What follows belongs to an exercise in optimizing a design on an open flow for small area; a production flow would make more cautious choices.
Only simulation tests tie the RTL to the original design; equivalence was not proved.
No activity file was given, so power comes from the tool's default toggle rates.

==> flow/design.v <==
module eeprom_ctrl (
    input  wire        clk,
    input  wire        rst,
    input  wire [7:0]  rx_data,
    input  wire        rx_valid,
    output wire        rx_ready,
    output reg  [7:0]  tx_data,
    output wire        tx_valid,
    input  wire        tx_ready,
    output wire [14:0] eep_a,
    output wire [7:0]  eep_d_out,
    output wire        eep_d_dir,
    input  wire [7:0]  eep_d_in,
    output wire        eep_ce,
    output wire        eep_oe,
    output wire        eep_we
);
    localparam [7:0] CH_LF    = 8'h0a;
    localparam [7:0] CH_COLON = 8'h3a;
    localparam [7:0] CH_COMMA = 8'h2c;
    localparam [3:0] C_OTHER = 4'd0, C_V = 4'd1, C_H = 4'd2, C_P = 4'd3,
                     C_U = 4'd4, C_B = 4'd5, C_R = 4'd6, C_W = 4'd7,
                     C_N = 4'd8, C_S = 4'd9, C_T = 4'd10;
    localparam [4:0] S_RECV   = 5'd0,
                     S_DISP   = 5'd1,
                     S_ALIGN  = 5'd2,
                     S_NFILL  = 5'd3,
                     S_SFILL  = 5'd4,
                     S_RDIR   = 5'd5,
                     S_ROE    = 5'd6,
                     S_RCE    = 5'd7,
                     S_RWAIT  = 5'd8,
                     S_RNEXT  = 5'd9,
                     S_ROEOFF = 5'd10,
                     S_WDIR   = 5'd11,
                     S_WADDR  = 5'd12,
                     S_WCE    = 5'd13,
                     S_WWE    = 5'd14,
                     S_WWAIT  = 5'd15,
                     S_WCEOFF = 5'd16,
                     S_PWAIT  = 5'd17,
                     S_EMIT   = 5'd18;
    localparam [2:0] PS_ADDR  = 3'd0,
                     PS_SEP   = 3'd1,
                     PS_DATA  = 3'd2,
                     PS_DATA1 = 3'd3,
                     PS_CS0   = 3'd4,
                     PS_CS1   = 3'd5,
                     PS_IGN   = 3'd6;
    localparam [2:0] RP_OK    = 3'd0,
                     RP_ERR   = 3'd1,
                     RP_ERRCS = 3'd2,
                     RP_VER   = 3'd3,
                     RP_HELP  = 3'd4,
                     RP_RDATA = 3'd5;
    function [3:0] hexval;
        input [7:0] c;
        begin
            if (c >= 8'h30 && c <= 8'h39)      hexval = c[3:0];
            else if (c >= 8'h41 && c <= 8'h46) hexval = c[3:0] + 4'd9;
            else if (c >= 8'h61 && c <= 8'h66) hexval = c[3:0] + 4'd9;
            else                               hexval = 4'd0;
        end
    endfunction
    function [7:0] hex_ch;
        input [3:0] d;
        input       uc;
        begin
            if (d < 4'd10) hex_ch = {4'h3, d};
            else           hex_ch = {2'b01, ~uc, 2'b00, d[2:0] - 3'd1};
        end
    endfunction
    function [3:0] tag_class;
        input [7:0] c;
        begin
            case (c)
                8'h56: tag_class = C_V;
                8'h3f: tag_class = C_H;
                8'h50: tag_class = C_P;
                8'h55: tag_class = C_U;
                8'h42: tag_class = C_B;
                8'h52: tag_class = C_R;
                8'h57: tag_class = C_W;
                8'h4e: tag_class = C_N;
                8'h53: tag_class = C_S;
                8'h54: tag_class = C_T;
                default: tag_class = C_OTHER;
            endcase
        end
    endfunction
    function [7:0] ver_char;
        input [5:0] i;
        begin
            case (i)
                6'd0:  ver_char = "E";  6'd1:  ver_char = "E";
                6'd2:  ver_char = "P";  6'd3:  ver_char = "R";
                6'd4:  ver_char = "O";  6'd5:  ver_char = "M";
                6'd6:  ver_char = " ";  6'd7:  ver_char = "V";
                6'd8:  ver_char = "e";  6'd9:  ver_char = "r";
                6'd10: ver_char = "s";  6'd11: ver_char = "i";
                6'd12: ver_char = "o";  6'd13: ver_char = "n";
                6'd14: ver_char = "=";  6'd15: ver_char = "0";
                6'd16: ver_char = ".";  6'd17: ver_char = "0";
                6'd18: ver_char = "3";
                default: ver_char = CH_LF;
            endcase
        end
    endfunction
    function [7:0] help_char;
        input [5:0] i;
        begin
            case (i)
                6'd0:  help_char = "C";  6'd1:  help_char = "o";
                6'd2:  help_char = "m";  6'd3:  help_char = "m";
                6'd4:  help_char = "a";  6'd5:  help_char = "n";
                6'd6:  help_char = "d";  6'd7:  help_char = "s";
                6'd8:  help_char = ":";  6'd9:  help_char = " ";
                6'd10: help_char = "V";  6'd11: help_char = " ";
                6'd12: help_char = "P";  6'd13: help_char = " ";
                6'd14: help_char = "U";  6'd15: help_char = " ";
                6'd16: help_char = "R";  6'd17: help_char = " ";
                6'd18: help_char = "W";  6'd19: help_char = " ";
                6'd20: help_char = "B";  6'd21: help_char = " ";
                6'd22: help_char = "N";  6'd23: help_char = " ";
                6'd24: help_char = "S";  6'd25: help_char = " ";
                6'd26: help_char = "T";  6'd27: help_char = " ";
                6'd28: help_char = "?";
                default: help_char = CH_LF;
            endcase
        end
    endfunction
    reg [4:0]   state;
    reg [6:0]   cnt;         
    reg         ovf;
    reg [2:0]   ps;
    reg [3:0]   cls;         
    reg [15:0]  addr;
    reg [2:0]   k;           
    reg         sep_ok;
    reg [4:0]   n;           
    reg [7:0]   given;       
    reg         csp;
    reg [7:0]   computed;    
    reg [14:0]  base;
    reg [6:0]   pos;         
    reg [1023:0] page;
    reg [127:0] xfer;
    reg [14:0]  bus_a;
    reg [7:0]   bus_dout;
    reg         ctl_ce, ctl_oe, ctl_we, ctl_dir;
    reg [2:0]   rkind;
    assign eep_a     = bus_a;
    assign eep_d_out = bus_dout;
    assign eep_d_dir = ctl_dir;
    assign eep_ce    = ~ctl_ce;
    assign eep_oe    = ~ctl_oe;
    assign eep_we    = ~ctl_we;
    assign rx_ready  = (state == S_RECV);
    assign tx_valid  = (state == S_EMIT);
    wire [7:0] xhead = xfer[7:0];
    wire [7:0] phead = page[7:0];
    wire [5:0] ridx  = cnt[5:0];
    reg [5:0] rlast;
    always @(*) begin
        tx_data = CH_LF;
        rlast = 6'd0;
        case (rkind)
            RP_OK: begin
                rlast = 6'd2;
                case (ridx[1:0])
                    2'd0: tx_data = "O";
                    2'd1: tx_data = "K";
                    default: tx_data = CH_LF;
                endcase
            end
            RP_ERR: begin
                rlast = 6'd3;
                case (ridx[1:0])
                    2'd0: tx_data = "E";
                    2'd1: tx_data = "R";
                    2'd2: tx_data = "R";
                    default: tx_data = CH_LF;
                endcase
            end
            RP_ERRCS: begin
                rlast = 6'd9;
                case (ridx[3:0])
                    4'd0: tx_data = "E";
                    4'd1: tx_data = "R";
                    4'd2: tx_data = "R";
                    4'd3: tx_data = " ";
                    4'd4: tx_data = hex_ch(given[7:4], 1'b1);
                    4'd5: tx_data = hex_ch(given[3:0], 1'b1);
                    4'd6: tx_data = " ";
                    4'd7: tx_data = hex_ch(computed[7:4], 1'b1);
                    4'd8: tx_data = hex_ch(computed[3:0], 1'b1);
                    default: tx_data = CH_LF;
                endcase
            end
            RP_VER: begin
                rlast = 6'd19;
                tx_data = ver_char(ridx);
            end
            RP_HELP: begin
                rlast = 6'd29;
                tx_data = help_char(ridx);
            end
            RP_RDATA: begin
                rlast = 6'd40;
                if (ridx == 6'd0)       tx_data = hex_ch(addr[15:12], 1'b0);
                else if (ridx == 6'd1)  tx_data = hex_ch(addr[11:8], 1'b0);
                else if (ridx == 6'd2)  tx_data = hex_ch(addr[7:4], 1'b0);
                else if (ridx == 6'd3)  tx_data = hex_ch(addr[3:0], 1'b0);
                else if (ridx == 6'd4)  tx_data = CH_COLON;
                else if (ridx <= 6'd36) tx_data = hex_ch(ridx[0] ? xhead[7:4] : xhead[3:0], 1'b0);
                else if (ridx == 6'd37) tx_data = CH_COMMA;
                else if (ridx == 6'd38) tx_data = hex_ch(computed[7:4], 1'b0);
                else if (ridx == 6'd39) tx_data = hex_ch(computed[3:0], 1'b0);
                else                    tx_data = CH_LF;
            end
            default: ;
        endcase
    end
    wire       seq_last_jedec = (cls == C_P) ? (cnt[2:0] == 3'd2) : (cnt[2:0] == 3'd5);
    wire       seq_saved = ((cls == C_P) && cnt[2:0] == 3'd3) || ((cls == C_U) && cnt[2:0] == 3'd6);
    reg  [7:0] seq_d;
    always @(*) begin
        case (cnt[2:0])
            3'd0, 3'd3: seq_d = 8'hAA;
            3'd1, 3'd4: seq_d = 8'h55;
            3'd2:       seq_d = (cls == C_P) ? 8'hA0 : 8'h80;
            default:    seq_d = (cls == C_B) ? 8'h10 : 8'h20;
        endcase
    end
    wire [7:0] ch     = rx_data;
    wire [3:0] chv    = hexval(ch);
    wire       is_f3  = (cls == C_W) || (cls == C_S);
    wire [7:0] pair_b = {given[7:4], chv};
    wire       storable = rx_valid && (rx_data > 8'h1f) && (rx_data != CH_LF);
    reg        pwr;
    reg        xsh;
    reg  [7:0] xin;
    always @(*) begin
        pwr = 1'b0;
        if (state == S_NFILL) pwr = 1'b1;
        if (state == S_SFILL && cnt[4:0] != n && pos == bus_a[6:0]) pwr = 1'b1;
    end
    wire [7:0] pwdata = (state == S_NFILL) ? 8'hFF : xhead;
    always @(posedge clk)
        page <= {pwr ? pwdata : phead, page[1023:8]};
    always @(*) begin
        xsh = 1'b0;
        xin = xhead;
        case (state)
            S_RECV:
                if (storable && cnt != 7'd0 && cnt < 7'd80 && ps == PS_DATA1 &&
                    ch != CH_COMMA) begin
                    xsh = 1'b1;
                    xin = pair_b;
                end
            S_RWAIT:
                if (k[1:0] == 2'd3) begin
                    xsh = 1'b1;
                    xin = eep_d_in;
                end
            S_ALIGN:  xsh = !cnt[4];
            S_SFILL:  xsh = pwr;
            S_WADDR:  xsh = (cls == C_W);
            S_EMIT:   xsh = tx_ready && (rkind == RP_RDATA) && !ridx[0] &&
                            (ridx >= 6'd6) && (ridx <= 6'd36);
            default: ;
        endcase
    end
    always @(posedge clk)
        if (xsh) xfer <= {xin, xfer[127:8]};
    task line_init;
        begin
            state    <= S_RECV;
            cnt      <= 7'd0;
            ovf      <= 1'b0;
            ps       <= PS_ADDR;
            addr     <= 16'd0;
            k        <= 3'd0;
            sep_ok   <= 1'b0;
            n        <= 5'd0;
            csp      <= 1'b0;
            computed <= 8'd0;
        end
    endtask
    task start_reply;
        input [2:0] kind;
        begin
            rkind <= kind;
            cnt   <= 7'd0;
            state <= S_EMIT;
        end
    endtask
    always @(posedge clk) begin
        if (rst) begin
            line_init;
            pos     <= 7'd0;
            ctl_ce  <= 1'b0;
            ctl_oe  <= 1'b0;
            ctl_we  <= 1'b0;
            ctl_dir <= 1'b0;
        end else begin
            pos <= pos + 7'd1;
            case (state)
                S_RECV: begin
                    if (rx_valid) begin
                        if (ch == CH_LF) begin
                            state <= S_DISP;
                        end else if (ch <= 8'h1f) begin
                        end else if (cnt == 7'd80) begin
                            ovf <= 1'b1;
                        end else begin
                            cnt <= cnt + 7'd1;
                            if (cnt == 7'd0) begin
                                cls <= tag_class(ch);
                                if (!((ch == 8'h52) || (ch == 8'h4e) ||
                                      (ch == 8'h57) || (ch == 8'h53)))
                                    ps <= PS_IGN;
                            end else begin
                                case (ps)
                                    PS_ADDR: begin
                                        if (ch == CH_COLON) begin
                                            if (is_f3) begin
                                                sep_ok <= 1'b1;
                                                ps     <= PS_DATA;
                                            end else begin
                                                ps <= PS_IGN;
                                            end
                                        end else begin
                                            addr <= {addr[11:0], chv};
                                            k    <= k + 3'd1;
                                            if (k == 3'd3)
                                                ps <= is_f3 ? PS_SEP : PS_IGN;
                                        end
                                    end
                                    PS_SEP: begin
                                        if (ch == CH_COLON) begin
                                            sep_ok <= 1'b1;
                                            ps     <= PS_DATA;
                                        end else begin
                                            ps <= PS_IGN;
                                        end
                                    end
                                    PS_DATA: begin
                                        if (ch == CH_COMMA) begin
                                            ps <= PS_CS0;
                                        end else if (n != 5'd16) begin
                                            given[7:4] <= chv;
                                            ps <= PS_DATA1;
                                        end
                                    end
                                    PS_DATA1: begin
                                        if (ch == CH_COMMA) begin
                                            ps <= PS_CS0;
                                        end else begin
                                            computed <= computed ^ pair_b;
                                            n        <= n + 5'd1;
                                            ps       <= PS_DATA;
                                        end
                                    end
                                    PS_CS0: begin
                                        given[7:4] <= chv;
                                        ps <= PS_CS1;
                                    end
                                    PS_CS1: begin
                                        given[3:0] <= chv;
                                        csp <= 1'b1;
                                        ps  <= PS_IGN;
                                    end
                                    default: ;
                                endcase
                            end
                        end
                    end
                end
                S_DISP: begin
                    k <= 3'd0;
                    if (ovf) begin
                        start_reply(RP_ERR);
                    end else if (cnt == 7'd0) begin
                        line_init;
                    end else begin
                        cnt <= 7'd0;
                        case (cls)
                            C_V: start_reply(RP_VER);
                            C_H: start_reply(RP_HELP);
                            C_P, C_U: begin
                                bus_a <= 15'd0;
                                state <= S_RDIR;
                            end
                            C_B, C_T: state <= S_WDIR;
                            C_R: begin
                                if (k == 3'd0) begin
                                    start_reply(RP_ERR);
                                end else begin
                                    bus_a <= addr[14:0];
                                    state <= S_RDIR;
                                end
                            end
                            C_N: begin
                                if (k == 3'd0) begin
                                    start_reply(RP_ERR);
                                end else begin
                                    base  <= addr[14:0];
                                    state <= S_NFILL;
                                end
                            end
                            C_W, C_S: begin
                                if (k == 3'd0 || !sep_ok) begin
                                    start_reply(RP_ERR);
                                end else if (csp && given != computed) begin
                                    start_reply(RP_ERRCS);
                                end else begin
                                    bus_a <= addr[14:0];
                                    cnt   <= {2'd0, n};
                                    state <= S_ALIGN;
                                end
                            end
                            default: start_reply(RP_ERR);
                        endcase
                    end
                end
                S_ALIGN: begin
                    if (cnt[4]) begin
                        cnt <= 7'd0;
                        state <= (cls == C_S) ? S_SFILL : S_WDIR;
                    end else begin
                        cnt <= cnt + 7'd1;
                    end
                end
                S_NFILL: begin
                    cnt <= cnt + 7'd1;
                    if (cnt == 7'd127)
                        start_reply(RP_OK);
                end
                S_SFILL: begin
                    if (cnt[4:0] == n) begin
                        start_reply(RP_OK);
                    end else if (pwr) begin
                        cnt   <= cnt + 7'd1;
                        bus_a <= bus_a + 15'd1;
                    end
                end
                S_RDIR: begin
                    ctl_dir <= 1'b0;
                    state   <= S_ROE;
                end
                S_ROE: begin
                    ctl_oe <= 1'b1;
                    state  <= S_RCE;
                end
                S_RCE: begin
                    ctl_ce <= 1'b1;
                    k      <= 3'd0;
                    state  <= S_RWAIT;
                end
                S_RWAIT: begin
                    k <= k + 3'd1;
                    if (k[1:0] == 2'd3) begin
                        ctl_ce   <= 1'b0;
                        computed <= computed ^ eep_d_in;
                        n        <= n + 5'd1;
                        state    <= S_RNEXT;
                    end
                end
                S_RNEXT: begin
                    bus_a <= bus_a + 15'd1;
                    if (cls == C_R && !n[4])
                        state <= S_RCE;
                    else
                        state <= S_ROEOFF;
                end
                S_ROEOFF: begin
                    ctl_oe <= 1'b0;
                    if (cls == C_R) begin
                        start_reply(RP_RDATA);
                    end else begin
                        cnt   <= {2'd0, n};
                        state <= S_ALIGN;
                    end
                end
                S_WDIR: begin
                    ctl_dir <= 1'b1;
                    if (cls == C_W && n == 5'd0)
                        start_reply(RP_OK);
                    else
                        state <= S_WADDR;
                end
                S_WADDR: begin
                    case (cls)
                        C_W: begin
                            bus_dout <= xhead;
                            if (cnt != 7'd0) bus_a <= bus_a + 15'd1;
                            state <= S_WCE;
                        end
                        C_T: begin
                            if (pos == cnt) begin
                                bus_dout <= phead;
                                bus_a    <= (cnt == 7'd0) ? base : bus_a + 15'd1;
                                state    <= S_WCE;
                            end
                        end
                        default: begin
                            if (seq_saved) begin
                                bus_dout <= xhead;
                                bus_a    <= 15'h0000;
                            end else begin
                                bus_dout <= seq_d;
                                bus_a    <= (seq_d == 8'h55) ? 15'h2AAA : 15'h5555;
                            end
                            state <= S_WCE;
                        end
                    endcase
                end
                S_WCE: begin
                    ctl_ce <= 1'b1;
                    state  <= S_WWE;
                end
                S_WWE: begin
                    ctl_we <= 1'b1;
                    k      <= 3'd0;
                    state  <= S_WWAIT;
                end
                S_WWAIT: begin
                    k <= k + 3'd1;
                    if (k[1:0] == 2'd3) begin
                        ctl_we <= 1'b0;
                        state  <= S_WCEOFF;
                    end
                end
                S_WCEOFF: begin
                    ctl_ce <= 1'b0;
                    cnt    <= cnt + 7'd1;
                    state  <= S_WADDR;
                    case (cls)
                        C_W: if (cnt[4:0] + 5'd1 == n) start_reply(RP_OK);
                        C_T: if (cnt == 7'd127) begin
                                 cnt   <= 7'd0;
                                 state <= S_PWAIT;
                             end
                        C_B: if (seq_last_jedec) start_reply(RP_OK);
                        default: if (seq_saved) start_reply(RP_OK);
                    endcase
                end
                S_PWAIT: begin
                    if (pos == 7'd127) begin
                        cnt <= cnt + 7'd1;
                        if (cnt == 7'd8)
                            start_reply(RP_OK);
                    end
                end
                S_EMIT: begin
                    if (tx_ready) begin
                        if (ridx == rlast) begin
                            if (rkind == RP_RDATA)
                                start_reply(RP_OK);
                            else
                                line_init;
                        end else begin
                            cnt <= cnt + 7'd1;
                        end
                    end
                end
                default: line_init;
            endcase
        end
    end
endmodule
==> flow/run.sh <==
#!/bin/bash
# synth_recipe.tcl (not shown) runs the flow's synth.tcl, then flattens the netlist and writes it again
# the make line also repeats each setting of config.mk as NAME=value (left out here)
make -C /OpenROAD-flow-scripts/flow DESIGN_CONFIG=/design/flow/config.mk WORK_HOME=/design/flow/orfs CLKGATE_MAP_FILE= SYNTH_SCRIPT=/design/flow/synth_recipe.tcl finish
==> flow/config.mk <==
export PLATFORM = sky130hd
export DESIGN_NAME = eeprom_ctrl
export DESIGN_NICKNAME = eeprom_ctrl
export VERILOG_FILES = /design/flow/design.v
export SDC_FILE = /design/flow/constraint.sdc
export NUM_CORES = 4
export LEC_CHECK = 0
export CAP_MARGIN = 20
export CORE_MARGIN = 2
export CORE_UTILIZATION = 40
export SLEW_MARGIN = 20
==> flow/constraint.sdc <==
create_clock -name core_clock -period 12.0 [get_ports {clk}]
set_input_delay 2.4000 -clock core_clock [delete_from_list [all_inputs] [get_ports {clk}]]
set_output_delay 2.4000 -clock core_clock [all_outputs]
set_load 0.01 [all_outputs]
==> summary.txt <==
-- through the flow --
step	hold WS (ns)	instance area [um^2]
final	0.268	40800
after global routing	0.276	40800
after CTS	0.262	40700
after detailed placement	0.312	36700
after global placement	0.311	36700
after floorplan	0.310	34900
-- Yosys cell counts (7+ instances only) --
cell type	count	area (um^2)
edfxtp_1	181	5440
o21ai_1	11	55.1
inv_1	55	206
or3_1	17	106
a211oi_1	23	173
ha_1	35	438
o221ai_1	19	166
nor3_1	37	185
nor2_1	137	514
a22oi_1	21	158
a221o_1	10	100
a211o_1	7	61.3
and3_1	16	100
o211ai_1	7	52.6
nor3b_1	7	52.6
buf_2	21	105
nand2b_1	17	106
nor4_1	17	106
a21oi_1	132	661
buf_1	11	41.3
nand3_1	59	295
o22ai_1	14	87.6
dfxtp_1	1099	22000
o31ai_1	8	60.1
mux2i_1	18	180
a31oi_1	14	87.6
buf_4	9	67.6
clkbuf_1	63	236
xor2_1	34	298
o21a_1	8	60.1
nor2b_1	24	150
o21ai_0	86	430
nand4_1	7	43.8
xnor2_1	44	385
nand2_1	158	593
a21o_1	10	75.1
-- flip-flops by register name (all words and copies together), names as in the netlist, 7 cells and up, named ones only --
| register | flops |
|---|---|
| bus_a | 15 |
| cnt | 7 |
| computed | 8 |
| xfer | 128 |
| given | 8 |
| bus_dout | 8 |
| pos | 7 |
| base | 15 |
| addr | 16 |
| page | 1024 |
-- critical path: cells and delay by family, from the launching register on --
family,cells,cell delay [ns]
AO/OA/AOI/OAI,5,1.22
buffers and inverters,2,0.87
flip-flops,1,0.86
AND/OR/NAND/NOR,2,0.51
adder cells (fa/ha/maj),1,0.50
-- cell families (layout without fill, tap and decap cells) --
group / Yosys count / count (layout)
other: 1 / 2
buffers and inverters: 162 / 356
flip-flops: 1280 / 1280
XOR/XNOR: 79 / 79
multiplexers: 23 / 23
AND/OR/NAND/NOR: 547 / 547
AO/OA/AOI/OAI: 426 / 426
adder cells (fa/ha/maj): 35 / 35
-- power by group --
group | switching, W | total (W) | internal [W]
logic | 0.000939 | 0.00137 | 0.000433
clock network | 0.00158 | 0.00374 | 0.00215
registers | 0.000120 | 0.00464 | 0.00452
total | 0.00264 | 0.00975 | 0.00711
-- layout make-up --
| class | instances | share of cell area |
|---|---|---|
| inverter | 57 | 0.00525 |
| clock inverter | 63 | 0.0173 |
| antenna | 1 | 0.0000614 |
| timing repair buffer | 81 | 0.0182 |
| multi-input combinational | 1111 | 0.168 |
| sequential | 1280 | 0.673 |
| clock buffer | 155 | 0.0828 |
| tap | 1155 | 0.0355 |
-- cells in the final DEF, fill, tap and decap left out, types with 14 or more instances in the layout --
master           netlist  routed
buf_4                  9      25
and3_1                16      16
edfxtp_1             181     181
o21ai_0               86      86
nor3_1                37      35
inv_1                 55      55
a31oi_1               14      14
nor2b_1               24      24
clkbuf_16              0     121
o22ai_1               14      14
a21oi_1              132     132
clkdlybuf4s50_1        0      54
nand2b_1              17      17
dfxtp_1             1099    1099
xnor2_1               44      44
clkinv_2               0      34
nand3_1               59      59
nor4_1                17      17
nor2_1               137     137
or3_1                 17      17
a211oi_1              23      23
nand2_1              158     158
o221ai_1              19      19
a22oi_1               21      21
mux2i_1               18      18
ha_1                  35      35
xor2_1                34      34
clkbuf_8               0      22
-- layer usage --
| metal | vias to the layer above | track usage | wire [um] |
|---|---|---|---|
| li1 | 8991 | - | - |
| met2 | 550 | 0.229 | 30300 |
| met4 | 0 | 0.0655 | 2410 |
| met5 | - | 0 | 0 |
| met1 | 9093 | 0.251 | 36900 |
| met3 | 140 | 0.0286 | 4050 |
-- worst paths after layout --
| path | startpoint | cells after the start | slack, ns | endpoint |
|---|---|---|---|---|
| hold reg to reg | page[266] | 0 | 0.27 | page[258] |
| setup / recovery | cnt[0] | 10 | 4.97 | tx_data[6] |
| hold / removal | page[266] | 0 | 0.27 | page[258] |
| setup reg to reg | cnt[0] | 11 | 6.56 | xfer[45] |
==> qor.csv <==
stage,metric,value,unit
power_and_ir_drop,p_per_area,239,nW/um^2
cts,cts_buffers,115,
timing,rsz0062_at_grt,false,
logic_synthesis,synth_xor_area_frac,0.0200,
timing,post-route-min-period,7.03,ns
global_routing,grt_usage,0.164,
cells_and_area,register_area,27400,um^2
cts,cts-resized-gates,0,
global_routing,overflow,0,
timing,fin_ws,4.97,ns
die,initial_utilization,0.403,
place,dp_hpwl,48800,um
timing,hold_viol,0,
cells_and_area,fin_cells,3903,
logic_synthesis,synth_fp_nets,2608,
timing,setup_viol,0,
cts,cts_tree,done,
cells_and_area,nNetsFinal,2701,
cells_and_area,area_growth,16.7,%
place,io_buffers,55,
power_and_ir_drop,total_power,0.00975,W
cts,clock_path_buffers,3,
worst_setup_path,cp.required,9.60,ns
timing,maxSlewHeadroom,0.289,
min_path,hold_class,reg -> reg,
cts,clkSinkCount,1280,
logic_synthesis,synth-compound-area-share,0.0783,
detailed_routing,vias_per_cell,4.81,
die,io_pins,57,
detailed_routing,drt_wl_total,73600,um
timing,fmax,0.142,GHz
cts,h-tree-depth,3,
logic_synthesis,ys.flop_type,dfxtp_1,
logic_synthesis,synth_edf_count,181,
worst_setup_path,crit_chain,"inv_1, ha_1, nand2_1, nand3_1, o22ai_1, a21oi_1, o32ai_1, a221oi_1, o311ai_0, clkdlybuf4s50_1",
worst_setup_path,cp_data_arrival_time,4.63,ns
logic_synthesis,ys_seq_area_frac,0.786,
global_routing,grt_max_degree,85,
power_and_ir_drop,p_leak,15.4,nW
worst_setup_path,worstSetupStartpointType,flop,
logic_synthesis,ys_ff_latch,1280,
worst_setup_path,critical_path.max_fanout,18,
logic_synthesis,synth_top_family_by_area,compound AO/OA/AOI/OAI gates,
cts,holdBufCountCts,0,
logic_synthesis,avgSynthCellArea,13.7,um^2
timing,worst_pin_slew,1.06,ns
status,status,"complete, no violations",
logic_synthesis,synth_mux_area_frac,0.00677,
logic_synthesis,yosys_warnings,1,
logic_synthesis,async_flop_share,0,
worst_setup_path,critPathMaxStageDelay,0.86,ns
cells_and_area,multi_input_area,6840,um^2
place,place_inst,3683,
detailed_routing,remaining_drc_errors,0,
detailed_routing,vias,18800,
die,die_h,299,um
die,chipWidth,299,um
power_and_ir_drop,vdd_drop_max,0.000165,V
run,drv_cap,0,
worst_setup_path,cp-end-kind,primary output,
global_routing,grt_pass1_vias,18200,
die,row_count,108,
cts,cts_setup_buffers,0,
detailed_routing,drtIter0Drc,1578,
logic_synthesis,postSynthCellCount,2553,
timing,finalSetupTns,0,ns
cts,worstSkewPairLatency,0.70,ns
worst_setup_path,path_class,reg -> out,
die,core,86600,um^2
cells_and_area,finalCoreUtilization,0.471,
timing,slew_viol_final,0,
detailed_routing,firstDrtPassIters,5,
logic_synthesis,synth-simple-area-share,0.0775,
worst_setup_path,worst_path_max_delay_cell,dfxtp_1,
timing,skew,0.0587,ns
detailed_routing,detail-route-antenna-nets,0,
logic_synthesis,synth_area,34900,um^2
place,post-place-ws,5.43,ns
place,globalplace.congestion,0.904,
global_routing,grt_first_pass_wirelength,113000,um
cts,cts.clk_slew.worst_paths,0.06,ns
die,die_area,89700,um^2
cts,clockRootBuffer,clkbuf_16,
logic_synthesis,yosys.area_share.adder,0.0125,
global_routing,antenna_found_initial,1,
cells_and_area,drive_gt1_frac,0.0961,
logic_synthesis,synth_cell_type_count,93,
timing,fin_crit_sh,0.585,
detailed_routing,avgRoutedWirePerCell,18.9,um
cells_and_area,n_fill_cell,7476,

-- separate check: timing with driven ports --
The results above use ideal ports. As a check the final layout listed here was re-extracted and re-timed, cells and wires unchanged.
Step 1 assumes that a clkbuf_16 drives the clock port and a buf_2 every other input.
Step 2 adds t to the input delays and takes it off the output delays; t is the mean of the earliest and latest rising clock arrival at the registers after step 1. Input paths then give back, and output paths get back, about the clock's delay inside the block.
Three values: ideal ports, drivers, drivers and shift; two values: the first two.
shift t [ns]: 0.741
slack for setup (ns): 4.974 / 4.911 / 5.394
clock arrival spread, ns: 0.078 / 0.078
slew at the worst register clock pin (ns): 0.07 / 0.07
cell pins on the clock port's net: 1
After both steps setup and hold are still met in this run. For this run, drivers alone change the setup slack by -0.063 ns; drivers and shift together by +0.420 ns.
